Source: an optimization exercise on an open RTL-to-GDS flow (aim: a short achievable clock period and few clock cycles). Production flows keep margins and buffers that such runs may drop. In this exercise RTL edits were held to simulation tests only and were not proved equivalent to the original. Power figures rest on the tool's default switching activity, not on a simulated workload.

==> design/flow/design.v <==
module s3lcd_compositor (
    input  wire        clk,
    input  wire        rst,
    input  wire        cmd_valid,
    output reg         cmd_ready,
    input  wire [7:0]  cmd_op,
    input  wire [31:0] cmd_x,
    input  wire [31:0] cmd_y,
    input  wire [31:0] cmd_w,
    input  wire [31:0] cmd_h,
    input  wire [15:0] cmd_color,
    input  wire [7:0]  cmd_alpha,
    input  wire [1:0]  cmd_wrap,       
    input  wire [31:0] cmd_src,        
    output reg         src_en,
    output reg  [31:0] src_addr,
    input  wire [15:0] src_data,
    output reg         rd_en,
    output reg  [11:0] rd_addr,
    input  wire [15:0] rd_data,
    output reg         wr_en,
    output reg  [11:0] wr_addr,
    output reg  [15:0] wr_data,
    output reg  [1:0]  rotation
);
    localparam [7:0] OP_SET_ROTATION = 8'h01;
    localparam [7:0] OP_CLEAR        = 8'h02;
    localparam [7:0] OP_SET_PIXEL    = 8'h10;
    localparam [7:0] OP_HLINE        = 8'h11;
    localparam [7:0] OP_VLINE        = 8'h12;
    localparam [7:0] OP_FILL_RECT    = 8'h13;
    localparam [7:0] OP_BLIT         = 8'h20;
    reg  [3:0] rot_i;
    wire [1:0] rsel = {rot_i[3] | rot_i[2], rot_i[3] | rot_i[1]};
    reg  [6:0] fb_w, fb_h;
    always @(*) begin
        case (rsel)
            2'd0:    begin fb_w = 7'd64; fb_h = 7'd48; end
            2'd1:    begin fb_w = 7'd48; fb_h = 7'd64; end
            2'd2:    begin fb_w = 7'd40; fb_h = 7'd30; end
            default: begin fb_w = 7'd7;  fb_h = 7'd5;  end
        endcase
    end
    wire [5:0] wm1 = fb_w[5:0] - 6'd1;
    wire [5:0] hm1 = fb_h[5:0] - 6'd1;
    wire [5:0] wm2 = fb_w[5:0] - 6'd2;
    wire [5:0] hm2 = fb_h[5:0] - 6'd2;
    reg busy;
    reg st1, st2, st2d, stfix, stba2, stmul;
    reg stn1, stn2, stn3, stn4, stn5, stdx, stdy, stde, stdf;
    reg pass2;
    reg g_run;
    reg [31:0] c_x, c_y, c_w, c_h;
    reg [15:0] c_color;
    reg [7:0]  c_alpha;
    reg [31:0] c_src;
    reg d_rot, d_clr, d_draw, d_blit, d_uw, d_uh, d_wrx, d_wry, d_wlh, d_wlv;
    reg a_zero, a_full;
    wire i_clr  = (cmd_op == OP_CLEAR);
    wire i_pix  = (cmd_op == OP_SET_PIXEL);
    wire i_h    = (cmd_op == OP_HLINE);
    wire i_v    = (cmd_op == OP_VLINE);
    wire i_fill = (cmd_op == OP_FILL_RECT);
    wire i_blit = (cmd_op == OP_BLIT);
    wire i_line = i_pix | i_h | i_v;
    reg sm_x, sm_y, sm_w, sm_h;
    wire signed [10:0] xs = {{2{c_x[8]}}, c_x[8:0]};
    wire signed [10:0] ys = {{2{c_y[8]}}, c_y[8:0]};
    wire signed [10:0] ws = {{2{c_w[8]}}, c_w[8:0]};
    wire signed [10:0] hs = {{2{c_h[8]}}, c_h[8:0]};
    function [7:0] wrapc;
        input signed [10:0] v;
        input [6:0] n;
        reg signed [10:0] p, m, nn, n2, nneg;
        reg ge, fw;
        begin
            nn   = {4'd0, n};
            n2   = {3'd0, n, 1'b0};
            nneg = -nn;
            p  = v + nn;
            m  = v - nn;
            ge = (v >= nn);
            fw = (v >= nneg) && (v < n2);
            wrapc = {fw, ge, v[10] ? p[5:0] : (ge ? m[5:0] : v[5:0])};
        end
    endfunction
    wire [7:0] wx0 = wrapc(xs, 7'd64), wx1 = wrapc(xs, 7'd48), wx2 = wrapc(xs, 7'd40), wx3 = wrapc(xs, 7'd7);
    wire [7:0] wy0 = wrapc(ys, 7'd48), wy1 = wrapc(ys, 7'd64), wy2 = wrapc(ys, 7'd30), wy3 = wrapc(ys, 7'd5);
    wire [7:0] wx = rot_i[0] ? wx0 : rot_i[1] ? wx1 : rot_i[2] ? wx2 : wx3;
    wire [7:0] wy = rot_i[0] ? wy0 : rot_i[1] ? wy1 : rot_i[2] ? wy2 : wy3;
    wire [5:0] x_wr = wx[5:0];
    wire       x_ge = wx[6];
    wire       x_fw = wx[7];
    wire [5:0] y_wr = wy[5:0];
    wire       y_ge = wy[6];
    wire       y_fw = wy[7];
    wire signed [10:0] xe = xs + ws - 11'sd1;
    wire signed [10:0] ye = ys + hs - 11'sd1;
    wire [5:0] x_lo = xs[10] ? 6'd0 : xs[5:0];
    wire [5:0] y_lo = ys[10] ? 6'd0 : ys[5:0];
    wire w_le0 = ws[10] | (ws == 11'sd0);
    wire h_le0 = hs[10] | (hs == 11'sd0);
    wire cw_le0 = c_w[31] | (c_w == 32'd0);
    wire ch_le0 = c_h[31] | (c_h == 32'd0);
    wire in_x   = ~xs[10] & ~x_ge;
    wire in_y   = ~ys[10] & ~y_ge;
    wire fast_x = d_wrx ? (sm_x & in_x) : (sm_x & (sm_w | ~d_uw));
    wire fast_y = d_wry ? (sm_y & in_y) : (sm_y & (sm_h | ~d_uh));
    wire fix_x  = d_wrx & sm_x & x_fw;
    wire fix_y  = d_wry & sm_y & y_fw;
    wire fast   = d_clr | (fast_x & fast_y);
    wire fixable = (fast_x | fix_x) & (fast_y | fix_y);
    wire [11:0] yw0 = {ys[5:0], 6'd0};
    wire [11:0] yw1 = {ys[6:0], 5'd0} + {ys[7:0], 4'd0};
    wire [11:0] yw2 = {ys[6:0], 5'd0} + {ys[8:0], 3'd0};
    wire [11:0] yw3 = {ys[8:0], 3'd0} - {ys[10], ys};
    wire [11:0] yw  = ({12{rot_i[0]}} & yw0) | ({12{rot_i[1]}} & yw1) |
                      ({12{rot_i[2]}} & yw2) | ({12{rot_i[3]}} & yw3);
    reg [5:0]  s_x0, s_y0;
    reg [10:0] s_xe, s_ye;
    reg [11:0] s_ymul;
    reg        s_yz;                  
    reg        s_pe;                  
    reg        s_cnt1, s_needmul;
    reg        m_blit, m_opq, m_fillopq, m_wh, m_wv, m_rect;
    reg [31:0] s_cnt;
    reg [31:0] b_skx2, b_sky, b_stride;
    reg [10:0] ta3, ta5, ta6, ta7, ti3, ti5, ti6, ti7;
    wire [31:0] len_x = d_uw ? c_w : 32'd1;
    wire [31:0] len_y = d_uh ? c_h : 32'd1;
    reg  [31:0] n_lx, n_ly, n_magx, n_magy;
    reg  [16:0] n_xlo, n_ylo;
    reg  [17:0] n_xhi, n_yhi;         
    reg  [8:0]  n_clx, n_cly, n_cex, n_cey;
    function [8:0] clamp34;    
        input [33:0] v;
        begin
            if (v[33])             clamp34 = 9'h1ff;
            else if (|v[32:7])     clamp34 = 9'd127;
            else                   clamp34 = {2'b00, v[6:0]};
        end
    endfunction
    wire [8:0] dlx = n_cex - n_clx;
    wire [8:0] dly = n_cey - n_cly;
    reg [31:0] div_mag;
    reg [7:0]  div_rem;
    reg [5:0]  div_cnt;
    reg        div_neg, div_y;
    reg [6:0]  div_mod;
    reg [6:0]  div_q;
    wire [7:0] div_trial = {div_rem[6:0], div_mag[31]};
    wire [7:0] div_next  = (div_trial >= {1'b0, div_mod}) ? div_trial - {1'b0, div_mod} : div_trial;
    wire [6:0] div_res   = (div_neg && div_rem != 8'd0) ? div_mod - div_rem[6:0] : div_rem[6:0];
    wire [11:0] ymul  = s_yz ? 12'd0 : s_ymul;
    wire [11:0] addr0 = ymul + {6'd0, s_x0};
    function xbig;
        input [10:0] e;
        input [1:0]  r;
        input        isy;
        begin
            case ({isy, r})
                3'b000: xbig = ~e[10] & (e[9:0] >= 10'd63);
                3'b001: xbig = ~e[10] & (e[9:0] >= 10'd47);
                3'b010: xbig = ~e[10] & (e[9:0] >= 10'd39);
                3'b011: xbig = ~e[10] & (e[9:0] >= 10'd6);
                3'b100: xbig = ~e[10] & (e[9:0] >= 10'd47);
                3'b101: xbig = ~e[10] & (e[9:0] >= 10'd63);
                3'b110: xbig = ~e[10] & (e[9:0] >= 10'd29);
                default: xbig = ~e[10] & (e[9:0] >= 10'd4);
            endcase
        end
    endfunction
    wire x_big = xbig(s_xe, rsel, 1'b0);
    wire y_big = xbig(s_ye, rsel, 1'b1);
    wire [5:0] xe6m1 = s_xe[5:0] - 6'd1;
    wire [5:0] ye6m1 = s_ye[5:0] - 6'd1;
    wire [5:0] xl_m1 = x_big ? wm2 : xe6m1;
    wire [5:0] yl_m1 = y_big ? hm2 : ye6m1;
    wire x0_wm1 = (s_x0 == wm1);
    wire y0_hm1 = (s_y0 == hm1);
    wire x_one = x_big ? x0_wm1 : (s_x0 == s_xe[5:0]);    
    wire y_one = y_big ? y0_hm1 : (s_y0 == s_ye[5:0]);    
    wire s_empty = s_pe | s_xe[10] | s_ye[10];
    wire i_atb  = m_wv ? y0_hm1 : m_wh ? x0_wm1 : x_one;
    wire i_last = m_rect ? (x_one & y_one) : s_cnt1;
    reg [5:0]  g_pos, g_posreset, g_poslim_m1, g_row, g_yl_m1;
    reg        g_single, g_atb, g_rowlast, g_cnt1, g_last;
    reg [11:0] g_addr, g_rowstart, g_rowstep, g_step;
    reg [31:0] g_cnt;
    reg [31:0] g_sptr, srow2;
    reg [31:0] mul_q, mul_m;
    reg        sp_c, sr_c, sr_pend, mph, g_bub, st1d;
    reg        sr_cb;
    reg [16:0] bs_lo;                 
    reg [15:0] bs_hi;
    reg [16:0] bx_lo, by_lo, n_mxl, n_myl;
    wire [16:0] nx_lo = {1'b0, ~c_x[15:0]} + 17'd1;
    wire        bnd       = g_atb;
    wire [11:0] step_addr = g_addr + g_step;
    wire [11:0] rownext   = g_rowstart + g_rowstep;
    wire [5:0]  r_pos     = bnd ? g_posreset : g_pos + 6'd1;
    wire        r_atb     = bnd ? g_single : (g_pos == g_poslim_m1);
    wire        r_rowlast = bnd ? (g_row == g_yl_m1) : g_rowlast;
    wire        r_cnt1    = (g_cnt == 32'd2);
    wire        r_last    = m_rect ? (r_atb & r_rowlast) : r_cnt1;
    wire [11:0] r_addr    = bnd ? rownext : step_addr;
    wire        mul_done  = (mul_q[31:1] == 31'd0);
    wire stba = st2 & m_blit & ~s_empty;
    wire [31:0] sp_inc  = {g_sptr[31:1] + 31'd1, g_sptr[0]};
    wire [31:0] r_sptr  = bnd ? srow2 : sp_inc;
    wire        mq0     = mul_q[0];
    wire [16:0] sp_ba_l = {1'b0, c_src[15:0]}  + {1'b0, b_skx2[15:0]};
    wire [15:0] sp_ba_h = c_src[31:16] + b_skx2[31:16] + {15'd0, sp_c};
    wire [16:0] sp_ml_l = {1'b0, g_sptr[15:0]} + {1'b0, mul_m[15:0]};
    wire [15:0] sp_ml_h = g_sptr[31:16] + mul_m[31:16] + {15'd0, sp_c};
    wire [16:0] sr_ba_l = {1'b0, bs_lo[15:0]} + {1'b0, b_skx2[15:0]};
    wire [15:0] sr_ba_h = bs_hi + b_skx2[31:16] + {15'd0, sr_cb};
    wire [15:0] sr_opl  = stmul ? mul_m[15:0]  : b_stride[15:0];
    wire [15:0] sr_oph  = stmul ? mul_m[31:16] : b_stride[31:16];
    wire [16:0] sr_l    = {1'b0, srow2[15:0]} + {1'b0, sr_opl};
    wire [15:0] sr_h    = srow2[31:16] + sr_oph + {15'd0, sr_c};
    wire        sr_lo_en = (stmul & ~mph & mq0) | (g_run & bnd);
    wire        sr_hi_en = (stmul & mph & mq0) | sr_pend;
    reg  [31:0] g_sptr_n;
    always @(*) begin
        g_sptr_n = g_sptr;
        if (stba)                    g_sptr_n[15:0]  = sp_ba_l[15:0];
        else if (stba2)              g_sptr_n[31:16] = sp_ba_h;
        else if (stmul & ~mph & mq0) g_sptr_n[15:0]  = sp_ml_l[15:0];
        else if (stmul &  mph & mq0) g_sptr_n[31:16] = sp_ml_h;
        else if (g_run)              g_sptr_n        = r_sptr;
    end
    reg  [11:0] n_addr;
    reg         n_run, n_last;
    always @(*) begin
        n_addr = g_addr;
        n_run  = 1'b0;
        n_last = g_last;
        if (st2) begin
            n_addr = addr0;
            n_run  = ~s_empty & ~m_blit;
            n_last = i_last;
        end else if (stba2) begin
            n_run  = ~s_needmul;
        end else if (stmul) begin
            n_run  = mph & mul_done;
        end else if (g_bub) begin
            n_run  = 1'b1;
        end else if (g_run) begin
            n_addr = r_addr;
            n_run  = ~g_last & ~(m_blit & g_single);
            n_last = r_last;
        end
    end
    wire hold_a = stba2 | stmul | g_bub;
    reg        p1_v, p2_v, p3_v;
    reg [11:0] p1_a, p2_a, p3_a;
    reg        p1_l, p2_l, p3_l;
    reg [15:0] f1, f2;
    reg [10:0] qf_rh, qf_rl, qf_gh, qf_gl, qf_bh, qf_bl;    
    reg [10:0] qb_rh, qb_rl, qb_gh, qb_gl, qb_bh, qb_bl;
    reg [10:0] qc_rh, qc_rl, qc_gh, qc_gl, qc_bh, qc_bl;    
    reg [13:0] pc_r, pc_b;                                  
    reg [14:0] pc_g;
    reg [13:0] pf_r, pb_r, pf_b, pb_b;                      
    reg [14:0] pf_g, pb_g;
    reg        wdone;                 
    function [10:0] tsel;      
        input [2:0]  k;
        input [7:0]  a;
        input [10:0] t3, t5, t6, t7;
        begin
            case (k)
                3'd0: tsel = 11'd0;
                3'd1: tsel = {3'd0, a};
                3'd2: tsel = {2'd0, a, 1'b0};
                3'd3: tsel = t3;
                3'd4: tsel = {1'd0, a, 2'b0};
                3'd5: tsel = t5;
                3'd6: tsel = t6;
                default: tsel = t7;
            endcase
        end
    endfunction
    wire [7:0]  inv_a = ~c_alpha;
    wire [15:0] fin   = m_blit ? src_data : c_color;
    wire [14:0] sum_r = pf_r + pb_r;
    wire [15:0] sum_g = pf_g + pb_g;
    wire [14:0] sum_b = pf_b + pb_b;
    wire [15:0] blended = {sum_r[12:8], sum_g[13:8], sum_b[12:8]};
    wire [14:0] sc_r = pc_r + {qb_rh, 3'b0} + {3'b0, qb_rl};
    wire [15:0] sc_g = pc_g + {1'b0, qb_gh, 3'b0} + {4'b0, qb_gl};
    wire [14:0] sc_b = pc_b + {qb_bh, 3'b0} + {3'b0, qb_bl};
    wire [15:0] blended_c = {sc_r[12:8], sc_g[13:8], sc_b[12:8]};
    wire accept  = ~busy & cmd_valid;
    wire s1_done = st1 & (d_rot | ~d_draw | (a_zero & ~d_clr));
    wire ready_n = busy ? (wdone | s1_done | (st2 & s_empty)) : ~cmd_valid;
    always @(posedge clk) begin
        if (!busy) begin
            c_x     <= cmd_x;
            c_y     <= cmd_y;
            c_w     <= cmd_w;
            c_h     <= cmd_h;
            c_color <= cmd_color;
            c_alpha <= cmd_alpha;
            c_src   <= cmd_src;
            sm_x    <= (cmd_x[31:8] == {24{cmd_x[8]}});
            sm_y    <= (cmd_y[31:8] == {24{cmd_y[8]}});
            sm_w    <= (cmd_w[31:8] == {24{cmd_w[8]}});
            sm_h    <= (cmd_h[31:8] == {24{cmd_h[8]}});
            d_rot   <= (cmd_op == OP_SET_ROTATION);
            d_clr   <= i_clr;
            d_draw  <= i_clr | i_line | i_fill | i_blit;
            d_blit  <= i_blit;
            d_uw    <= i_h | i_fill | i_blit;
            d_uh    <= i_v | i_fill | i_blit;
            d_wrx   <= i_line & cmd_wrap[0];
            d_wry   <= i_line & cmd_wrap[1];
            d_wlh   <= i_h & cmd_wrap[0];
            d_wlv   <= i_v & cmd_wrap[1];
            a_zero  <= (cmd_alpha == 8'd0);
            a_full  <= (cmd_alpha == 8'd255);
        end else if (stn5) begin
            if (!d_wrx) begin
                c_x  <= {{23{n_clx[8]}}, n_clx};
                c_w  <= {{23{dlx[8]}}, dlx};
                sm_x <= 1'b1;
                sm_w <= 1'b1;
            end
            if (!d_wry) begin
                c_y  <= {{23{n_cly[8]}}, n_cly};
                c_h  <= {{23{dly[8]}}, dly};
                sm_y <= 1'b1;
                sm_h <= 1'b1;
            end
        end else if (stdf) begin
            if (div_y) begin
                c_y  <= {25'd0, div_q};
                sm_y <= 1'b1;
            end else begin
                c_x  <= {25'd0, div_q};
                sm_x <= 1'b1;
            end
        end else if (stfix) begin
            if (d_wrx) begin
                c_x  <= {26'd0, x_wr};
                sm_x <= 1'b1;
            end
            if (d_wry) begin
                c_y  <= {26'd0, y_wr};
                sm_y <= 1'b1;
            end
        end
        if (st1) begin
            s_x0   <= d_clr ? 6'd0 : x_lo;
            s_y0   <= d_clr ? 6'd0 : y_lo;
            s_xe   <= d_clr ? {5'd0, wm1} : (d_uw & ~d_wrx) ? xe : xs;
            s_ye   <= d_clr ? {5'd0, hm1} : (d_uh & ~d_wry) ? ye : ys;
            s_ymul <= yw;
            s_yz   <= d_clr | ys[10];
            s_pe <= ~d_clr & ((d_wlh ? cw_le0 : d_wrx ? 1'b0 : ((d_uw & w_le0) | x_ge)) |
                              (d_wlv ? ch_le0 : d_wry ? 1'b0 : ((d_uh & h_le0) | y_ge)));
            s_cnt     <= d_wlh ? c_w : c_h;
            s_cnt1    <= d_wlh ? (c_w == 32'd1) : (c_h == 32'd1);
            s_needmul <= d_blit & c_y[31];
            m_blit    <= d_blit;
            m_opq     <= d_clr | a_full;
            m_fillopq <= (d_clr | a_full) & ~d_blit;
            m_wh      <= d_wlh;
            m_wv      <= d_wlv;
            m_rect    <= ~d_wlh & ~d_wlv;
            ta3 <= {3'd0, c_alpha} + {2'd0, c_alpha, 1'b0};
            ta5 <= {3'd0, c_alpha} + {1'd0, c_alpha, 2'b0};
            ta6 <= {2'd0, c_alpha, 1'b0} + {1'd0, c_alpha, 2'b0};
            ta7 <= {c_alpha, 3'b0} - {3'd0, c_alpha};
            ti3 <= {3'd0, inv_a} + {2'd0, inv_a, 1'b0};
            ti5 <= {3'd0, inv_a} + {1'd0, inv_a, 2'b0};
            ti6 <= {2'd0, inv_a, 1'b0} + {1'd0, inv_a, 2'b0};
            ti7 <= {inv_a, 3'b0} - {3'd0, inv_a};
            if (!pass2) begin
                bx_lo    <= {1'b0, ~c_x[15:0]} + 17'd1;
                b_skx2[15:0] <= c_x[31] ? {nx_lo[14:0], 1'b0} : 16'd0;
                by_lo    <= {1'b0, ~c_y[15:0]} + 17'd1;
                b_stride <= {c_w[30:0], 1'b0};
                bs_lo    <= {1'b0, c_src[15:0]} + {1'b0, c_w[14:0], 1'b0};
            end
        end
        if (st1d) begin
            bs_hi  <= c_src[31:16] + c_w[30:15] + {15'd0, bs_lo[16]};
            b_skx2[31:16] <= c_x[31] ? {~c_x[30:16] + {14'd0, bx_lo[16]}, bx_lo[15]} : 16'd0;
            b_sky  <= c_y[31] ? {~c_y[31:16] + {15'd0, by_lo[16]}, by_lo[15:0]} : 32'd0;
        end
        if (stn1) begin
            n_lx <= len_x;
            n_ly <= len_y;
        end
        if (stn2) begin
            n_xlo  <= {1'b0, c_x[15:0]} + {1'b0, n_lx[15:0]};
            n_ylo  <= {1'b0, c_y[15:0]} + {1'b0, n_ly[15:0]};
            n_mxl  <= {1'b0, ~c_x[15:0]} + 17'd1;
            n_myl  <= {1'b0, ~c_y[15:0]} + 17'd1;
        end
        if (stn3) begin
            n_magx <= c_x[31] ? {~c_x[31:16] + {15'd0, n_mxl[16]}, n_mxl[15:0]} : c_x;
            n_magy <= c_y[31] ? {~c_y[31:16] + {15'd0, n_myl[16]}, n_myl[15:0]} : c_y;
            n_xhi <= {{2{c_x[31]}}, c_x[31:16]} + {{2{n_lx[31]}}, n_lx[31:16]} + {17'd0, n_xlo[16]};
            n_yhi <= {{2{c_y[31]}}, c_y[31:16]} + {{2{n_ly[31]}}, n_ly[31:16]} + {17'd0, n_ylo[16]};
        end
        if (stn4) begin
            n_clx <= clamp34({{2{c_x[31]}}, c_x});
            n_cly <= clamp34({{2{c_y[31]}}, c_y});
            n_cex <= clamp34({n_xhi, n_xlo[15:0]});
            n_cey <= clamp34({n_yhi, n_ylo[15:0]});
        end
        if (stn5) begin
            div_rem <= 8'd0;
            div_cnt <= 6'd0;
            div_y   <= ~d_wrx;
            div_neg <= d_wrx ? c_x[31] : c_y[31];
            div_mag <= d_wrx ? n_magx : n_magy;
            div_mod <= d_wrx ? fb_w : fb_h;
        end
        if (stdx || stdy) begin
            div_rem <= div_next;
            div_mag <= {div_mag[30:0], 1'b0};
            div_cnt <= div_cnt + 6'd1;
        end
        if (stde) div_q <= div_res;
        if (stdf) begin
            div_rem <= 8'd0;
            div_cnt <= 6'd0;
            div_y   <= 1'b1;
            div_neg <= c_y[31];
            div_mag <= n_magy;
            div_mod <= fb_h;
        end
        g_addr <= n_addr;
        g_last <= n_last;
        rd_addr  <= st2 ? addr0 : hold_a ? g_addr : r_addr;
        src_addr <= hold_a ? g_sptr_n : r_sptr;
        if (st2) begin
            g_pos       <= m_wv ? s_y0 : s_x0;
            g_posreset  <= m_rect ? s_x0 : 6'd0;
            g_poslim_m1 <= m_wv ? hm2 : m_wh ? wm2 : xl_m1;
            g_single    <= m_rect & x_one;
            g_atb       <= i_atb;
            g_row       <= s_y0;
            g_yl_m1     <= yl_m1;
            g_rowlast   <= y_one;
            g_rowstart  <= m_wv ? {6'd0, s_x0} : m_wh ? ymul : addr0;
            g_rowstep   <= m_rect ? {5'd0, fb_w} : 12'd0;
            g_step      <= m_wv ? {5'd0, fb_w} : 12'd1;
            g_cnt       <= s_cnt;
            g_cnt1      <= s_cnt1;
        end else if (g_run) begin
            g_pos     <= r_pos;
            g_atb     <= r_atb;
            g_rowlast <= r_rowlast;
            g_cnt     <= g_cnt - 32'd1;
            g_cnt1    <= r_cnt1;
            if (bnd) begin
                g_row      <= g_row + 6'd1;
                g_rowstart <= rownext;
            end
        end
        g_sptr <= g_sptr_n;
        if (stba)            sp_c <= sp_ba_l[16];
        else if (stmul & ~mph) sp_c <= sp_ml_l[16];
        if (stba2) begin
            mul_q <= b_sky;
            mul_m <= b_stride;
        end
        if (stba) begin
            srow2[15:0] <= sr_ba_l[15:0];
            sr_cb       <= sr_ba_l[16];
        end else if (sr_lo_en) begin
            srow2[15:0] <= sr_l[15:0];
            sr_c        <= sr_l[16];
        end
        if (stba2)         srow2[31:16] <= sr_ba_h;
        else if (sr_hi_en) srow2[31:16] <= sr_h;
        if (stmul & mph) begin
            mul_q <= mul_q >> 1;
            mul_m <= mul_m << 1;
        end
        p1_a <= g_addr;
        p1_l <= g_last;
        p2_a <= p1_a;
        p2_l <= p1_l;
        p3_a <= p2_a;
        p3_l <= p2_l;
        f1    <= fin;
        f2    <= f1;
        if (st2) begin
            qc_rh <= tsel({1'b0, c_color[15:14]}, c_alpha, ta3, ta5, ta6, ta7);
            qc_rl <= tsel(c_color[13:11],         c_alpha, ta3, ta5, ta6, ta7);
            qc_gh <= tsel(c_color[10:8],          c_alpha, ta3, ta5, ta6, ta7);
            qc_gl <= tsel(c_color[7:5],           c_alpha, ta3, ta5, ta6, ta7);
            qc_bh <= tsel({1'b0, c_color[4:3]},   c_alpha, ta3, ta5, ta6, ta7);
            qc_bl <= tsel(c_color[2:0],           c_alpha, ta3, ta5, ta6, ta7);
        end
        if (st2d) begin
            pc_r <= {qc_rh, 3'b0} + {3'b0, qc_rl};
            pc_g <= {1'b0, qc_gh, 3'b0} + {4'b0, qc_gl};
            pc_b <= {qc_bh, 3'b0} + {3'b0, qc_bl};
        end
        qf_rh <= m_blit ? tsel({1'b0, src_data[15:14]}, c_alpha, ta3, ta5, ta6, ta7) : qc_rh;
        qf_rl <= m_blit ? tsel(src_data[13:11],         c_alpha, ta3, ta5, ta6, ta7) : qc_rl;
        qf_gh <= m_blit ? tsel(src_data[10:8],          c_alpha, ta3, ta5, ta6, ta7) : qc_gh;
        qf_gl <= m_blit ? tsel(src_data[7:5],           c_alpha, ta3, ta5, ta6, ta7) : qc_gl;
        qf_bh <= m_blit ? tsel({1'b0, src_data[4:3]},   c_alpha, ta3, ta5, ta6, ta7) : qc_bh;
        qf_bl <= m_blit ? tsel(src_data[2:0],           c_alpha, ta3, ta5, ta6, ta7) : qc_bl;
        qb_rh <= tsel({1'b0, rd_data[15:14]}, inv_a, ti3, ti5, ti6, ti7);
        qb_rl <= tsel(rd_data[13:11],         inv_a, ti3, ti5, ti6, ti7);
        qb_gh <= tsel(rd_data[10:8],          inv_a, ti3, ti5, ti6, ti7);
        qb_gl <= tsel(rd_data[7:5],           inv_a, ti3, ti5, ti6, ti7);
        qb_bh <= tsel({1'b0, rd_data[4:3]},   inv_a, ti3, ti5, ti6, ti7);
        qb_bl <= tsel(rd_data[2:0],           inv_a, ti3, ti5, ti6, ti7);
        pf_r <= {qf_rh, 3'b0} + {3'b0, qf_rl};
        pf_g <= {1'b0, qf_gh, 3'b0} + {4'b0, qf_gl};
        pf_b <= {qf_bh, 3'b0} + {3'b0, qf_bl};
        pb_r <= {qb_rh, 3'b0} + {3'b0, qb_rl};
        pb_g <= {1'b0, qb_gh, 3'b0} + {4'b0, qb_gl};
        pb_b <= {qb_bh, 3'b0} + {3'b0, qb_bl};
        if (m_fillopq) begin
            wr_addr <= st2 ? addr0 : r_addr;
            wr_data <= c_color;
        end else begin
            wr_addr <= m_blit ? p3_a : p2_a;
            wr_data <= ~m_blit ? blended_c : m_opq ? f2 : blended;
        end
        if (rst) begin
            cmd_ready <= 1'b1;
            busy      <= 1'b0;
            rotation  <= 2'd0;
            rot_i     <= 4'b0001;
            wdone     <= 1'b0;
            st1 <= 1'b0; st2 <= 1'b0; st2d <= 1'b0; stfix <= 1'b0; stba2 <= 1'b0; stmul <= 1'b0;
            mph <= 1'b0; g_bub <= 1'b0; sr_pend <= 1'b0; st1d <= 1'b0;
            stn1 <= 1'b0; stn2 <= 1'b0; stn3 <= 1'b0; stn4 <= 1'b0; stn5 <= 1'b0;
            stdx <= 1'b0; stdy <= 1'b0; stde <= 1'b0; stdf <= 1'b0;
            pass2 <= 1'b0;
            g_run  <= 1'b0;
            rd_en  <= 1'b0;
            src_en <= 1'b0;
            wr_en  <= 1'b0;
            p1_v <= 1'b0; p2_v <= 1'b0; p3_v <= 1'b0;
        end else begin
            st1   <= accept | stfix;
            st2   <= 1'b0;
            stfix <= 1'b0;
            stba2 <= stba;
            st2d  <= st2;
            st1d  <= st1 & ~pass2;
            mph   <= stmul & ~mph;
            g_bub <= g_run & ~g_last & m_blit & g_single;
            sr_pend <= g_run & bnd;
            stn1  <= 1'b0;
            stn2  <= stn1;
            stn3  <= stn2;
            stn4  <= stn3;
            stn5  <= stn4;
            stde  <= 1'b0;
            stdf  <= 1'b0;
            stmul <= 1'b0;
            if (accept) pass2 <= 1'b0;
            if (st1) begin
                if (d_rot) begin
                    rotation <= c_x[1:0];
                    rot_i    <= 4'b0001 << c_x[1:0];
                end else if (!d_draw || (a_zero && !d_clr)) begin
                end else if (fast) begin
                    st2 <= 1'b1;
                end else if (fixable) begin
                    stfix <= 1'b1;
                end else begin
                    stn1 <= 1'b1;
                end
            end
            if (stn5) begin
                pass2 <= 1'b1;
                if (d_wrx)      stdx <= 1'b1;
                else if (d_wry) stdy <= 1'b1;
                else            st1  <= 1'b1;
            end
            if ((stdx || stdy) && div_cnt == 6'd31) begin
                stdx <= 1'b0;
                stdy <= 1'b0;
                stde <= 1'b1;
            end
            if (stde) stdf <= 1'b1;
            if (stdf) begin
                if (!div_y && d_wry) stdy <= 1'b1;
                else                 st1  <= 1'b1;
            end
            if (st2) begin
            end
            if (stba2 && s_needmul) stmul <= 1'b1;
            if (stmul && !(mph && mul_done)) stmul <= 1'b1;
            cmd_ready <= ready_n;
            busy      <= ~ready_n;
            g_run  <= n_run;
            rd_en  <= n_run & ~m_fillopq;
            src_en <= n_run & m_blit;
            p1_v   <= g_run & ~m_fillopq;
            p2_v   <= p1_v;
            p3_v   <= p2_v;
            wr_en  <= m_fillopq ? n_run : m_blit ? p3_v : p2_v;
            wdone  <= m_fillopq ? (n_run & n_last) : m_blit ? (p3_v & p3_l) : (p2_v & p2_l);
        end
    end
endmodule
==> design/flow/flow/run.sh <==
#!/bin/bash
# Standard ORFS layout (the standard.sh, unchanged synthesis), with the
# timing-repair steps asked to reach a larger setup margin at the design's
# own clock period and constraints. Each step's full output is in orfs/logs;
# make's own output is in flow_make.log.
set -euo pipefail
bash standard.sh SETUP_SLACK_MARGIN=7.6 finish > flow_make.log 2>&1
==> design/flow/standard.sh <==
#!/bin/bash
# synth_recipe.tcl (not shown) runs the flow's synth.tcl, then flattens the netlist and writes it again
# the make line also repeats each setting of config.mk as NAME=value (left out here)
make -C /OpenROAD-flow-scripts/flow DESIGN_CONFIG=/design/flow/config.mk WORK_HOME=/design/flow/orfs CLKGATE_MAP_FILE= SYNTH_SCRIPT=/design/flow/synth_recipe.tcl "${@:-finish}"
==> design/flow/config.mk <==
export PLATFORM = sky130hd
export DESIGN_NAME = s3lcd_compositor
export DESIGN_NICKNAME = s3lcd_compositor
export VERILOG_FILES = /design/flow/design.v
export SDC_FILE = /design/flow/constraint.sdc
export NUM_CORES = 4
export LEC_CHECK = 0
export ABC_CLOCK_PERIOD_IN_PS = 3000
export CAP_MARGIN = 20
export CORE_MARGIN = 2
export CORE_UTILIZATION = 50
export PLACE_DENSITY = 0.65
export SLEW_MARGIN = 20
==> design/flow/constraint.sdc <==
create_clock -name core_clock -period 10.0 [get_ports {clk}]
set_input_delay 2.0000 -clock core_clock [delete_from_list [all_inputs] [get_ports {clk}]]
set_output_delay 2.0000 -clock core_clock [all_outputs]
set_load 0.01 [all_outputs]
==> results.txt, run 1 <==
r2r worst-path depth=14; delay-heaviest family, CP=flip-flops; Final ANT Viol Nets=0; hold path depth=0; synthesized flop and latch total=1538; Mapped Cells=8553; Avg Cell Area, Syn=10.2 um^2; Min-Delay Endpoint=pf_b[0]; status=complete, no violations; cell with the most instances after synthesis=edfxtp_1; post-synthesis mux area share=0.0460; Overflow after GRT=0; CP Launch Type=flop; Post-synth EDFFs=1102; DRC=0; skew final=47.0 ps; reg2reg setup slack=6920 ps; largest net degree at the start of global routing=164; gr usage total=0.339; Num CTS Buffers=171; htree depth=4; Worst-Margin Slew=1300 ps; worst hold slack=309 ps; Placed Instances=10900; die width=422 um; final number of hold-violating endpoints=0; Adder-Cell Fraction of Synth Area=0.0967; Max-slew headroom=0.132; LEAKAGE=44.6 nW; Post-Syn Nets=9415; Crit path arrival time=1370 ps; dominant cell type by area after synthesis=edfxtp_1; initial core utilization=0.504; Power Density=170 nW/um^2; vias in the first global route=70800; total of max-cap violations=0; clock latency (worst-skew pair)=860 ps; post-synthesis compound-gate area fraction=0.156; final worst path period share=0.337; sequential share of the synthesized area=0.478; setup TNS=0 ps; share of cells above drive strength 1=0.282; main combinational cell family by area after synthesis=compound AO/OA/AOI/OAI gates; Area Overhead vs Synth=29.8%; Max FO, Critical Path=1; critical path endpoint category=output pin; Async SR Flop Fraction=0; height of the die=422 um; first-pass GRT wire length=453000 um; gpl congestion=0.978; hold_sp=qf_bl[0]; core footprint=174000 um^2; mapped cell area=87500 um^2; most frequent cells after synthesis=edfxtp_1 (1102), nand2_1 (770), o21ai_0 (765), nor2_1 (571), ha_1 (560); final-report setup violation count=0; placed inst area=94400 um^2; origin of the critical flop-to-flop path=stmul; num ports=307; largest buffer count on any clock path=3; CTS Sinks=1538; via/cell ratio=6.17; DR vias=73600; Rows=153; top-area cell type share of the netlist area=0.378; CTS tree=yes; CTS root buf=clkbuf_16; fin area=114000 um^2; CP Data Required Time=8000 ps; Buffers on Ports=306; RSZ-0062 raised after global routing=true; Routed WL=318000 um; Die ar.=178000 um^2; Bufs and invs on worst path=1; initial antenna violation count=11; Slew Limit Fails=0; Hold Path Class=reg2reg; worst r2r dst=srow2[30]; cell chain of the critical path=buf_6; fin nets=10300; Max Fclk=297 MHz; Clock transition at path regs=70 ps; dpl hpwl=206000 um; unique cell type count in the Yosys netlist=94; Top FF cell, synth=edfxtp_1; slowest CP cell=dfxtp_4; Synth Area in XOR/XNOR=0.0560; synth warn=1; Synth area leaders=edfxtp_1 (38%), dfxtp_1 (10%), ha_1 (8.0%); crit-path max cell delay=410 ps; Iter 0 DRT Violations=8188; wire per inst=26.6 um; Peak VDD IR=164 uV; critical path class=reg2out; Layout Cells excl Fill=11900; FILL cells=13200; Post-Synth Simple-Gate Area=0.127; Period minus WS final=3370 ps; TritonRoute pass-1 iters=8
layer usage:
metal / vias to the layer above / global-route usage / share of wire
met1: 35700 / 0.421 / 0.37
met5: - / 0 / 0.00016
li1: 32900 / - / -
met4: 2 / 0.221 / 0.080
met3: 1050 / 0.0568 / 0.088
met2: 3896 / 0.546 / 0.46
cell usage in the layout, fill, tap and decap left out, types with 132 or more instances in the layout:
cell type / instances
ha_1: 439
o21ai_1: 230
inv_1: 378
clkbuf_16: 181
edfxtp_1: 1102
nand2_1: 707
buf_6: 210
and2_1: 132
xor2_1: 174
nor2_1: 517
o21ai_0: 424
a21o_1: 145
mux2_2: 157
dfxtp_1: 339
xnor2_1: 337
a21oi_1: 322
buf_4: 581
sequential cells by signal, summed over array words and instances (netlist names), 31 cells and up, named ones only:
signal    count
b_skx2       31
b_sky        32
b_stride     31
c_h          32
c_src        32
c_w          32
c_x          32
c_y          32
div_mag      32
g_cnt        32
g_sptr       32
mul_m        31
mul_q        32
n_lx         32
n_ly         32
n_magx       32
n_magy       32
s_cnt        32
src_addr     32
srow2        32
worst register-to-register path, cell delays in order (launching register included):
cell      delay [ps]
dfxtp_4          360
buf_12           150
mux2i_4          230
fa_2             210
inv_2             50
fa_2             350
a21o_1           190
a21oi_2          160
o21bai_1         110
a31o_2           260
a221oi_4         300
o21ai_2           80
xor2_1           150
o21ai_1          120
o211ai_1         100
report_power, final:
part | internal, W | leakage [nW] | switching [W]
Sequential | 0.00732 | 14.0 | 0.000527
Clock | 0.00388 | 2.87 | 0.00277
Combinational | 0.00222 | 27.8 | 0.00254
cells by family after synthesis:
| kind of cell | count (synthesis) |
|---|---|
| AOI/OAI and AO/OA | 2192 |
| buffers and inverters | 931 |
| muxes | 343 |
| and+or+nand+nor | 2356 |
| adders and majority gates | 633 |
| DFF | 1538 |
| xor gates and xnor gates | 560 |
cell type report:
class,instances,area [um^2],area share
Multi-Input combinational cell,6090,49000,0.431
Tap cell,2325,2910,0.0256
Antenna cell,8,20.0,0.000176
Sequential cell,1538,42000,0.370
Timing Repair Buffer,1153,11700,0.103
Clock inverter,102,1150,0.0101
Inverter,495,2160,0.0190
Clock buffer,218,4690,0.0413
metrics by stage:
| stage | worst slack, ps | util | total power, W |
|---|---|---|---|
| after detailed placement | 5740 | 0.543 | 0.0115 |
| after CTS | 6600 | 0.626 | 0.0187 |
| after floorplan | 6670 | - | 0.0103 |
| after global placement | 5550 | 0.543 | 0.0114 |
| after global routing | 6620 | 0.654 | 0.0199 |
| final | 6630 | 0.654 | 0.0193 |
how the worst max path moves through the flow:
stage                   to         from  depth (start not counted)  slack (ps)
4_1_cts        src_addr[4]  src_addr[4]                          1        6600
2_1_floorplan   b_skx2[10]          st1                          2        6670
5_1_grt        src_addr[8]  src_addr[8]                          1        6620
3_5_place_dp      qb_gh[8]   rd_data[9]                          5        5740
6_report       src_addr[4]  src_addr[4]                          1        6630
3_3_place_gp      qf_gh[6]  src_data[8]                          6        5550
timing repair:
action | CTS | global route
buffers inserted | 440 | 246
hold buffers | 0 | 0
pin swaps | 399 | 449
endpoints found under the setup margin | 1096 | 746
cloned | 39 | 7
resized for setup | 1694 | 754
Testbench counts, summed over its fixed seeds: cycles 237,753.
==> run 2, diff against run 1 <==
--- a/design/flow/config.mk
+++ b/design/flow/config.mk
@@ -9,5 +9,7 @@
 export CAP_MARGIN = 20
 export CORE_MARGIN = 2
 export CORE_UTILIZATION = 50
+export CTS_CLUSTER_DIAMETER = 200
+export CTS_CLUSTER_SIZE = 20
 export PLACE_DENSITY = 0.65
 export SLEW_MARGIN = 20
==> run 2 against run 1 <==
Against the previous run:
- highest routed layer unchanged
- cell count is 1.4% lower
- sequential share of layout area is 1.1 points higher
- setup slack better by 32 ps
- core utilization is 1.8 points lower
- count of clock-buffer cells in the layout is 64 lower
- via count is 1.0% lower
- global-route usage is 0.34 points lower
- clock power is 41% lower
- wire length is 0.74% lower
- largest power group unchanged
==> results.txt, run 2 <==
die width=422 um (unchanged); fin util=0.635 (-0.0183); GRT met1 Usage=0.422 (+0.000974); Crit path arrival time=1340 ps (-30 ps); met2 usage=0.542 (-0.00415); most frequent cells in the layout=edfxtp_1 (1102), nand2_1 (708), buf_4 (568), nor2_1 (517), ha_1 (435); Max-slew headroom=0.133 (+0.00144); placed inst area=94400 um^2 (unchanged); DRC=0 (unchanged); vias in the first global route=69700 (-1.5%); LEAKAGE=43.0 nW (-3.7%); Routed WL=316000 um (-0.74%); Power Density=150 nW/um^2 (-12%); Avg Cell Area, Syn=10.2 um^2 (unchanged); synthesized flop and latch total=1538 (unchanged); Power, Total=0.0165 W (-14%); Max FO, Critical Path=1 (unchanged); clock latency (worst-skew pair)=780 ps (-80 ps); RSZ-0062 raised after global routing=true; largest net degree at the start of global routing=164 (unchanged); Num CTS Buffers=86 (-50%); Synth area leaders=edfxtp_1 (38%), dfxtp_1 (10%), ha_1 (8.0%); CTS root buf=clkbuf_16; status=complete, no violations; CP Launch Type=flop; initial antenna violation count=11 (unchanged); slowest CP cell=dfxtp_4; Overflow after GRT=0 (unchanged); DR vias=72800 (-1.0%); Peak VDD IR=154 uV (-6.3%); htree depth=3 (-1); unique cell type count in the Yosys netlist=94 (unchanged); share of cells above drive strength 1=0.269 (-0.0133); final worst path period share=0.334 (-0.00319); setup TNS=0 ps (unchanged); critical path endpoint category=output pin; Top FF cell, synth=edfxtp_1; largest buffer count on any clock path=3 (unchanged); initial core utilization=0.504 (unchanged); wire per inst=26.8 um (+0.63%); total of max-cap violations=0 (unchanged); Die ar.=178000 um^2 (unchanged); Max Fclk=300 MHz (+0.96%); Post-Syn Nets=9415 (unchanged); cts hold-fix bufs=0 (unchanged); core footprint=174000 um^2 (unchanged); global route hottest layer=met2; critical path class=reg2out; most frequent cells after synthesis=edfxtp_1 (1102), nand2_1 (770), o21ai_0 (765), nor2_1 (571), ha_1 (560); TritonRoute pass-1 iters=8 (unchanged); skew final=39.8 ps (-7.17 ps); first-pass GRT wire length=449000 um (-0.80%); origin of the critical flop-to-flop path=stmul; via/cell ratio=6.19 (+0.36%); fin area=110000 um^2 (-2.8%); Period minus WS final=3340 ps (-31.9 ps); CP Data Required Time=8000 ps (about the same); final setup margin=6660 ps (+31.9 ps); Buffers on Ports=306 (unchanged); cell chain of the critical path=buf_6; Mapped Cells=8553 (unchanged); top-area cell type share of the netlist area=0.378 (unchanged); Final ANT Viol Nets=0 (unchanged); Iter 0 DRT Violations=8322 (+1.6%); CTS tree=yes; FILL cells=13500 (+2.4%); GR Util met3=0.0510 (-0.00572); CP startpoint=src_addr[4]; cell with the most instances after synthesis=edfxtp_1; mapped cell area=87500 um^2 (unchanged); Hold Path Class=reg2reg; Slew Limit Fails=0 (unchanged); crit-path max cell delay=440 ps (+30 ps); synth warn=1 (unchanged); Rows=153 (unchanged); height of the die=422 um (unchanged); final-report setup violation count=0 (unchanged); dominant cell type by area after synthesis=edfxtp_1; Clock transition at path regs=100 ps (+30 ps); num ports=307 (unchanged); hold_sp=qf_bl[0]; sequential share of the synthesized area=0.478 (unchanged); CTS Sinks=1538 (unchanged); Post-synth EDFFs=1102 (unchanged); Worst-Margin Slew=1300 ps (-2.16 ps); Bufs and invs on worst path=1 (unchanged); Area Overhead vs Synth=26.2%; commonest non-fill, non-tap cell in the layout=edfxtp_1; delay-heaviest family, CP=flip-flops; Async SR Flop Fraction=0 (unchanged); pre-CTS setup slack=5740 ps (unchanged); gpl congestion=0.978 (unchanged); fin nets=10200 (-0.85%); final number of hold-violating endpoints=0 (unchanged); gr usage total=0.335 (-0.00342); dpl hpwl=206000 um (unchanged)
run 2: through the flow:
step | hold slack, ps | instances
2_1_floorplan | 310 | 8553
3_3_place_gp | 311 | 10900
3_5_place_dp | 312 | 10900
4_1_cts | 328 | 11500
5_1_grt | 327 | 11800
6_report | 325 | 11800
run 2: cells by family after synthesis:
kind of cell,share of synthesized area
AOI/OAI and AO/OA,0.156
xor gates and xnor gates,0.0560
adders and majority gates,0.0967
buffers and inverters,0.0401
DFF,0.478
muxes,0.0460
and+or+nand+nor,0.127
run 2: path summary, 6_finish.rpt:
path,end,slack (ps),cells after the start
min reg2reg,pf_b[0],330,0
max,src_addr[4],6660,1
max reg2reg,srow2[14],6890,14
min,pf_b[0],330,0
run 2: cell type report:
type	instances	area, um^2	share of cell area
multi-input combinational	6089	48900	0.443
sequential	1538	42000	0.380
timing repair buffer	1151	11900	0.107
tap	2325	2910	0.0263
clock buffer	154	2440	0.0221
inverter	495	2140	0.0194
clock inverter	6	145	0.00131
antenna	9	22.5	0.000204
run 2: metal layers:
layer	vias up	routed length, um	part of all wire
met5	-	68	0.00022
met4	10	25100	0.079
met3	966	26200	0.083
met2	3804	145000	0.46
met1	35400	119000	0.38
li1	32700	-	-
run 2: where the power goes:
group / internal (W) / switching, W / leakage, nW
Combinational: 0.00224 / 0.00254 / 27.8
Sequential: 0.00731 / 0.000526 / 14.0
Clock: 0.00169 / 0.00225 / 1.21
run 2: timing repair:
action / in CTS / in global routing
gates resized for setup: 1782 / 731
setup endpoints to repair: 1090 / 715
gates cloned: 40 / 10
setup buffers: 454 / 225
pin swaps: 434 / 480
hold endpoints to repair: 0 / 0
==> run 3, diff against run 2 <==
--- a/design/flow/design.v
+++ b/design/flow/design.v
@@ -293,8 +293,10 @@
     wire [14:0] sc_b = pc_b + {qb_bh, 3'b0} + {3'b0, qb_bl};
     wire [15:0] blended_c = {sc_r[12:8], sc_g[13:8], sc_b[12:8]};
     wire accept  = ~busy & cmd_valid;
+    wire i_noop  = ~(i_clr | i_line | i_fill | i_blit) | (~i_clr & (cmd_alpha == 8'd0));
+    wire i_rot   = (cmd_op == OP_SET_ROTATION);
     wire s1_done = st1 & (d_rot | ~d_draw | (a_zero & ~d_clr));
-    wire ready_n = busy ? (wdone | s1_done | (st2 & s_empty)) : ~cmd_valid;
+    wire ready_n = busy ? (wdone | s1_done | (st2 & s_empty)) : (~cmd_valid | i_noop);
     always @(posedge clk) begin
         if (!busy) begin
             c_x     <= cmd_x;
@@ -546,7 +548,11 @@
             wr_en  <= 1'b0;
             p1_v <= 1'b0; p2_v <= 1'b0; p3_v <= 1'b0;
         end else begin
-            st1   <= accept | stfix;
+            st1   <= (accept & ~i_noop) | stfix;
+            if (accept & i_rot) begin
+                rotation <= cmd_x[1:0];
+                rot_i    <= 4'b0001 << cmd_x[1:0];
+            end
             st2   <= 1'b0;
             stfix <= 1'b0;
             stba2 <= stba;
@@ -566,8 +572,6 @@
             if (accept) pass2 <= 1'b0;
             if (st1) begin
                 if (d_rot) begin
-                    rotation <= c_x[1:0];
-                    rot_i    <= 4'b0001 << c_x[1:0];
                 end else if (!d_draw || (a_zero && !d_clr)) begin
                 end else if (fast) begin
                     st2 <= 1'b1;
==> run 3 against run 2 <==
Against the previous run:
- still clean on timing, DRC and antenna
- final area hardly changed
- clock skew increased by 8.6 ps
- first-iteration DRC count decreased by 3.9%
- register-to-register slack better by 110 ps
- sequential share of layout area hardly changed
==> results.txt, run 3 <==
Async SR Flop Fraction=0 (unchanged); Mapped Cells=8582 (+0.34%); Top FF cell, synth=edfxtp_1; largest buffer count on any clock path=3 (unchanged); Power Density=125 nW/um^2 (-16%); most frequent cells after synthesis=edfxtp_1 (1102), o21ai_0 (727), nand2_1 (700), ha_1 (559), nor2_1 (559); LEAKAGE=42.9 nW (about the same); most frequent cells in the layout=edfxtp_1 (1102), nand2_1 (638), buf_4 (558), nor2_1 (516), ha_1 (452); Max-slew headroom=0.205 (+0.0717); htree depth=3 (unchanged); synth warn=1 (unchanged); synthesized flop and latch total=1538 (unchanged); CTS root buf=clkbuf_16; num ports=307 (unchanged); DR vias=73300 (+0.71%); CP startpoint=src_addr[7]; first-pass GRT wire length=451000 um (+0.53%); Num CTS Buffers=86 (unchanged); dpl hpwl=208000 um (+0.70%); Iter 0 DRT Violations=8001 (-3.9%); unique cell type count in the Yosys netlist=101 (+7.4%); Max Fclk=306 MHz (+2.1%); fin nets=10200 (-0.16%); status=complete, no violations; critical path class=reg2out; Worst path depth=1 (unchanged); mapped cell area=88000 um^2 (+0.58%); Routed WL=317000 um (+0.40%); CTS Sinks=1538 (unchanged); share of cells above drive strength 1=0.267 (-0.00130); worst hold slack=323 ps (-1.86 ps); skew final=48.4 ps (+8.57 ps); wire per inst=26.9 um (+0.38%); cell with the most instances after synthesis=edfxtp_1; Rows=154 (+0.65%); Overflow after GRT=0 (unchanged); final worst path period share=0.327 (-0.00674); Post-Syn Nets=9443 (+0.30%); die width=424 um (+0.29%); core footprint=176000 um^2 (+0.99%); gpl congestion=0.973 (-0.47%); Period minus WS final=3270 ps (-67.4 ps); vias in the first global route=69900 (+0.15%); Avg Cell Area, Syn=10.3 um^2 (+0.24%); CTS tree=yes; dominant cell type by area after synthesis=edfxtp_1; setup TNS=0 ps (unchanged); top-area cell type share of the netlist area=0.376 (-0.00218); Die ar.=179000 um^2 (+0.58%); Crit path arrival time=1270 ps (-70 ps); height of the die=424 um (+0.29%); slowest CP cell=dfxtp_4; Post-synth EDFFs=1102 (unchanged); Buffers on Ports=306 (unchanged); initial antenna violation count=22 (+11); cell chain of the critical path=buf_6; Hold Path Class=reg2reg; worst r2r dst=wr_data[10]; gr usage total=0.336 (+0.000501); Placed Instances=10900 (+0.29%); final number of hold-violating endpoints=0 (unchanged); FILL cells=13800 (+1.6%); sequential share of the synthesized area=0.475 (-0.00276); Worst-Margin Slew=1190 ps (-108 ps); final-report setup violation count=0 (unchanged); total of max-cap violations=0 (unchanged); origin of the critical flop-to-flop path=qb_gl[2]; cts hold-fix bufs=0 (unchanged); Setup crit end=src_addr[7]; Synth area leaders=edfxtp_1 (38%), dfxtp_1 (9.9%), ha_1 (7.9%); crit-path max cell delay=380 ps (-60 ps); Area Overhead vs Synth=25.5%; CP Launch Type=flop; clock latency (worst-skew pair)=780 ps (about the same); RSZ-0062 raised after global routing=true; commonest non-fill, non-tap cell in the layout=edfxtp_1; TritonRoute pass-1 iters=6 (-2); Clock transition at path regs=100 ps (about the same); reg2reg setup slack=7000 ps (+110 ps); Final ANT Viol Nets=0 (unchanged); Power, Total=0.0139 W (-16%); Peak VDD IR=123 uV (-20%); Max FO, Critical Path=1 (unchanged); critical path endpoint category=output pin; Layout Cells excl Fill=11800 (+0.017%); Slew Limit Fails=0 (unchanged); r2r worst-path depth=10 (-4); fin util=0.629 (-0.00606); largest net degree at the start of global routing=87 (-47%); initial core utilization=0.502 (-0.00202); DRC=0 (unchanged); delay-heaviest family, CP=flip-flops; CP Data Required Time=8000 ps (about the same); via/cell ratio=6.23 (+0.69%); Bufs and invs on worst path=1 (unchanged)
[run 3: cell count changes in the layout (fill, tap and decap cells not counted), moves of 25 or more]
cell and delta:
nand2_1 -70, a21o_1 -32, xor2_1 -25, o21ai_0 -33, nand3_1 -26, inv_1 +46, o21ai_2 +33, a22oi_1 -33
[run 3: cells by family (layout without fill, tap and decap cells)]
| logic type | Yosys count | in the layout | synth area share |
|---|---|---|---|
| buffers and inverters | 966 | 1800 | 0.0414 |
| AND/OR/NAND/NOR | 2314 | 2316 | 0.127 |
| flip-flops | 1538 | 1538 | 0.475 |
| XOR/XNOR | 540 | 540 | 0.0537 |
| adder cells (fa/ha/maj) | 632 | 632 | 0.0960 |
| AO/OA/AOI/OAI | 2237 | 2238 | 0.160 |
| multiplexers | 355 | 355 | 0.0472 |
| other | 0 | 10 | 0 |
[run 3: where the power goes]
group | total [W] | internal (W) | switching [W]
logic | 0.00273 | 0.00128 | 0.00145
clock network | 0.00389 | 0.00166 | 0.00223
registers | 0.00724 | 0.00701 | 0.000227
total | 0.0139 | 0.00995 | 0.00391
[run 3: per-stage QoR]
stage	area (um^2)	worst slack, ps
floorplan	90800	6580
global placement	94600	5490
detailed placement	94600	5470
CTS	105000	6680
global route	110000	6700
finish	110000	6730
[run 3: timing repair]
item / 4_1_cts / 5_1_grt
gates resized for setup: 1731 / 807
setup endpoints to repair: 1120 / 679
setup buffers: 428 / 225
hold endpoints to repair: 0 / 0
pin swaps: 396 / 470
cloned: 34 / 11
[run 3: how the worst min path moves through the flow]
stage          startpoint  cells after the start  slack [ps]       end
2_1_floorplan       f1[0]                      0         310     f2[0]
3_3_place_gp        f1[3]                      0         310     f2[3]
3_5_place_dp      p1_a[3]                      0         310   p2_a[3]
4_1_cts          p1_a[10]                      0         330  p2_a[10]
5_1_grt          p1_a[10]                      0         330  p2_a[10]
6_report         p1_a[10]                      0         320  p2_a[10]
[run 3: layer usage]
metal | vias to the layer above | wire [um] | track usage
met5 | - | 124 | 0
met4 | 20 | 23300 | 0.198
met3 | 985 | 26800 | 0.0571
met2 | 3656 | 145000 | 0.537
met1 | 35900 | 122000 | 0.428
li1 | 32800 | - | -
[run 3: cell type report]
class	count	area (um^2)	share of cell area
clock inverter	7	91.3	0.000827
sequential	1538	42000	0.380
inverter	521	2200	0.0199
antenna	10	25.0	0.000227
tap	2340	2930	0.0265
multi-input combinational	6081	49400	0.447
clock buffer	154	2420	0.0219
timing repair buffer	1118	11400	0.103
Testbench counts of run 3, summed over its fixed seeds: cycles 237,526.
==> run 4, diff against run 3 <==
--- a/design/flow/flow/run.sh
+++ b/design/flow/flow/run.sh
@@ -4,4 +4,4 @@
 # own clock period and constraints. Each step's full output is in orfs/logs;
 # make's own output is in flow_make.log.
 set -euo pipefail
-bash standard.sh SETUP_SLACK_MARGIN=7.6 finish > flow_make.log 2>&1
+bash standard.sh SETUP_SLACK_MARGIN=7.8 finish > flow_make.log 2>&1
--- a/design/flow/config.mk
+++ b/design/flow/config.mk
@@ -8,8 +8,8 @@
 export ABC_CLOCK_PERIOD_IN_PS = 3000
 export CAP_MARGIN = 20
 export CORE_MARGIN = 2
-export CORE_UTILIZATION = 50
+export CORE_UTILIZATION = 55
 export CTS_CLUSTER_DIAMETER = 200
 export CTS_CLUSTER_SIZE = 20
-export PLACE_DENSITY = 0.65
+export PLACE_DENSITY = 0.7
 export SLEW_MARGIN = 20
==> run 4 against run 3 <==
Against the previous run:
- register-to-register slack got worse by 110 ps
- non-clock buffer count rose by 200
- still clean
- wire length rose by 3.4%
- cell count fell by 0.51%
- clock skew rose by 9.5 ps
- clock power rose by 2%
- setup slack got worse by 20 ps
- sequential cell count did not move
- global-route usage rose by 4.6 points
- critical endpoint is now src_addr[9]
- via count rose by 3.1%
- final area rose by 4.2%
==> results.txt, run 4 <==
status=complete, no violations; Placed Instances=10600 (-2.5%); unique cell type count in the Yosys netlist=101 (unchanged); Power Density=123 nW/um^2 (-1.7%); Async SR Flop Fraction=0 (unchanged); RSZ-0062 raised after global routing=true; Rows=146 (-5.2%); Peak VDD IR=157 uV (+28%); Buffers on Ports=306 (unchanged); gpl congestion=0.953 (-2.1%); Area Overhead vs Synth=30.7%; cts hold-fix bufs=0 (unchanged); main combinational cell family by area after synthesis=compound AO/OA/AOI/OAI gates; Num CTS Buffers=86 (unchanged); Overflow after GRT=0 (unchanged); LEAKAGE=44.6 nW (+4.0%); Period minus WS final=3290 ps (+19.9 ps); Synth Area in XOR/XNOR=0.0537 (unchanged); total of max-cap violations=0 (unchanged); vias in the first global route=72300 (+3.5%); die width=404 um (-4.6%); Avg Cell Area, Syn=10.3 um^2 (unchanged); Worst-Margin Slew=1170 ps (-26.7 ps); most frequent cells after synthesis=edfxtp_1 (1102), o21ai_0 (727), nand2_1 (700), ha_1 (559), nor2_1 (559); Post-Synth Simple-Gate Area=0.127 (unchanged); sequential share of the synthesized area=0.475 (unchanged); DR vias=75700 (+3.1%); Crit path arrival time=1290 ps (+20 ps); Final ANT Viol Nets=0 (unchanged); core footprint=159000 um^2 (-9.6%); Bufs and invs on worst path=1 (unchanged); critical path endpoint category=output pin; Post-Syn Nets=9443 (unchanged); skew final=57.8 ps (+9.48 ps); Iter 0 DRT Violations=9322 (+17%); Mapped Cells=8582 (unchanged); Layout Cells excl Fill=11700 (-0.51%); CTS root buf=clkbuf_16; final worst path period share=0.329 (+0.00199); Hold Path Class=reg2reg; Max-slew headroom=0.223 (+0.0178); post-synthesis mux area share=0.0472 (unchanged); top-area cell type share of the netlist area=0.376 (unchanged); Die ar.=163000 um^2 (-9.0%); share of cells above drive strength 1=0.322 (+0.0547); Top FF cell, synth=edfxtp_1; height of the die=404 um (-4.6%); commonest non-fill, non-tap cell in the layout=edfxtp_1; Slew Limit Fails=0 (unchanged); fin nets=10400 (+2.0%); dominant cell type by area after synthesis=edfxtp_1; initial core utilization=0.555 (+0.0530); CTS tree=yes; synthesized flop and latch total=1538 (unchanged); Adder-Cell Fraction of Synth Area=0.0960 (unchanged); TritonRoute pass-1 iters=7 (+1); Max Fclk=304 MHz (-0.61%); cell chain of the critical path=buf_6; cell with the most instances after synthesis=edfxtp_1; mapped cell area=88000 um^2 (unchanged); setup TNS=0 ps (unchanged); dpl hpwl=207000 um (-0.37%); first-pass GRT wire length=464000 um (+2.8%); largest buffer count on any clock path=3 (unchanged); fin util=0.725 (+0.0957); clock latency (worst-skew pair)=770 ps (about the same); delay-heaviest family, CP=flip-flops; wire per inst=28.0 um (+4.0%); initial antenna violation count=24 (+9.1%); Max FO, Critical Path=1 (unchanged); final-report setup violation count=0 (unchanged); Clock transition at path regs=100 ps (about the same); most frequent cells in the layout=edfxtp_1 (1102), buf_4 (657), nand2_1 (611), nor2_1 (478), ha_1 (436); post-synthesis compound-gate area fraction=0.160 (unchanged); CP Data Required Time=8000 ps (about the same); htree depth=3 (unchanged); via/cell ratio=6.46 (+3.7%); DRC=0 (unchanged); num ports=307 (unchanged); gr usage total=0.382 (+0.0459); crit-path max cell delay=430 ps (+50 ps); final number of hold-violating endpoints=0 (unchanged); CP Launch Type=flop; Routed WL=328000 um (+3.4%); critical path class=reg2out; Synth area leaders=edfxtp_1 (38%), dfxtp_1 (9.9%), ha_1 (7.9%); largest net degree at the start of global routing=93 (+6.9%); CTS Sinks=1538 (unchanged); Post-synth EDFFs=1102 (unchanged); slowest CP cell=dfxtp_4; synth warn=1 (unchanged)
-- run 4: cell counts after synthesis --
Identical to the previous run, type by type.
-- run 4: cells by family after synthesis --
family | count (synthesis)
AO/OA/AOI/OAI | 2237
XOR/XNOR | 540
adder cells (fa/ha/maj) | 632
buffers and inverters | 966
flip-flops | 1538
multiplexers | 355
AND/OR/NAND/NOR | 2314
-- run 4: power by group --
part	internal [W]	total, W	switching [W]
sequential	0.00701	0.00723	0.000222
clock	0.00169	0.00396	0.00227
combinational	0.00141	0.00300	0.00159
total	0.0101	0.0142	0.00408
-- run 4: worst paths after layout --
path                from      endpoint  slack [ps]  cells past startpoint
min              p1_a[5]       p2_a[5]         320                      0
max reg2reg    mul_m[16]  src_addr[27]        6890                     13
min reg2reg      p1_a[5]       p2_a[5]         320                      0
max          src_addr[9]   src_addr[9]        6710                      1
-- run 4: metrics by stage --
stage	power [W]	setup slack [ps]	hold slack (ps)	instance area, um^2
after floorplan	0.00882	6580	310	92400
after global placement	0.00945	4640	310	95700
after detailed placement	0.00950	5770	312	95800
after CTS	0.0138	6710	324	110000
after global routing	0.0146	6700	330	115000
final	0.0142	6710	323	115000
-- run 4: repair_timing --
item / in CTS / in global routing
gates cloned: 44 / 6
setup buffers: 629 / 225
pin swaps: 585 / 493
endpoints found under the setup margin: 1289 / 829
resized for setup: 2141 / 800
-- run 4: final cells by class --
class                           instances  area, um^2
Timing Repair inverter                  1        7.51
Timing Repair Buffer                 1318       13700
Fill cell                           10800       43700
Multi-Input combinational cell       6082       51000
Antenna cell                           15        37.5
Inverter                              521        3060
Clock inverter                          6         133
Sequential cell                      1538       42100
Tap cell                             2072        2590
Clock buffer                          156        2450
-- run 4: routing by layer --
metal,global-route usage,routed length (um)
met3,0.0764,31800
met4,0.252,27600
met1,0.467,117000
met2,0.614,151000
met5,0,152

==> what the ideal ports hide <==
No port has a modelled driver above. Below, the same layouts with a new extraction and two added sets of constraints. Step 1, drivers: a clkbuf_16 drives clk and a buf_2 each remaining input, both assumed. Step 2, shift: input delay + t, output delay - t, t = (earliest + latest rising clock arrival at the registers) / 2. This alone moves slack from input paths to output paths. Three values: ideal ports, drivers, drivers and shift; two values: the first two.
run	shift t [ns]	setup slack, ns	worst setup path after step 2	cell pins on the clock port's net
run 1	0.927	6.632 / 6.538 / 6.544	input to register	1
run 2	0.850	6.664 / 6.572 / 6.550	input to register	1
run 3	0.843	6.731 / 6.645 / 6.363	input to register	1
run 4	0.821	6.711 / 6.627 / 6.294	input to register	1
After both steps setup and hold are still met in every run listed. For run 4, which loses most, drivers alone change the setup slack by -0.084 ns; drivers and shift together by -0.417 ns.
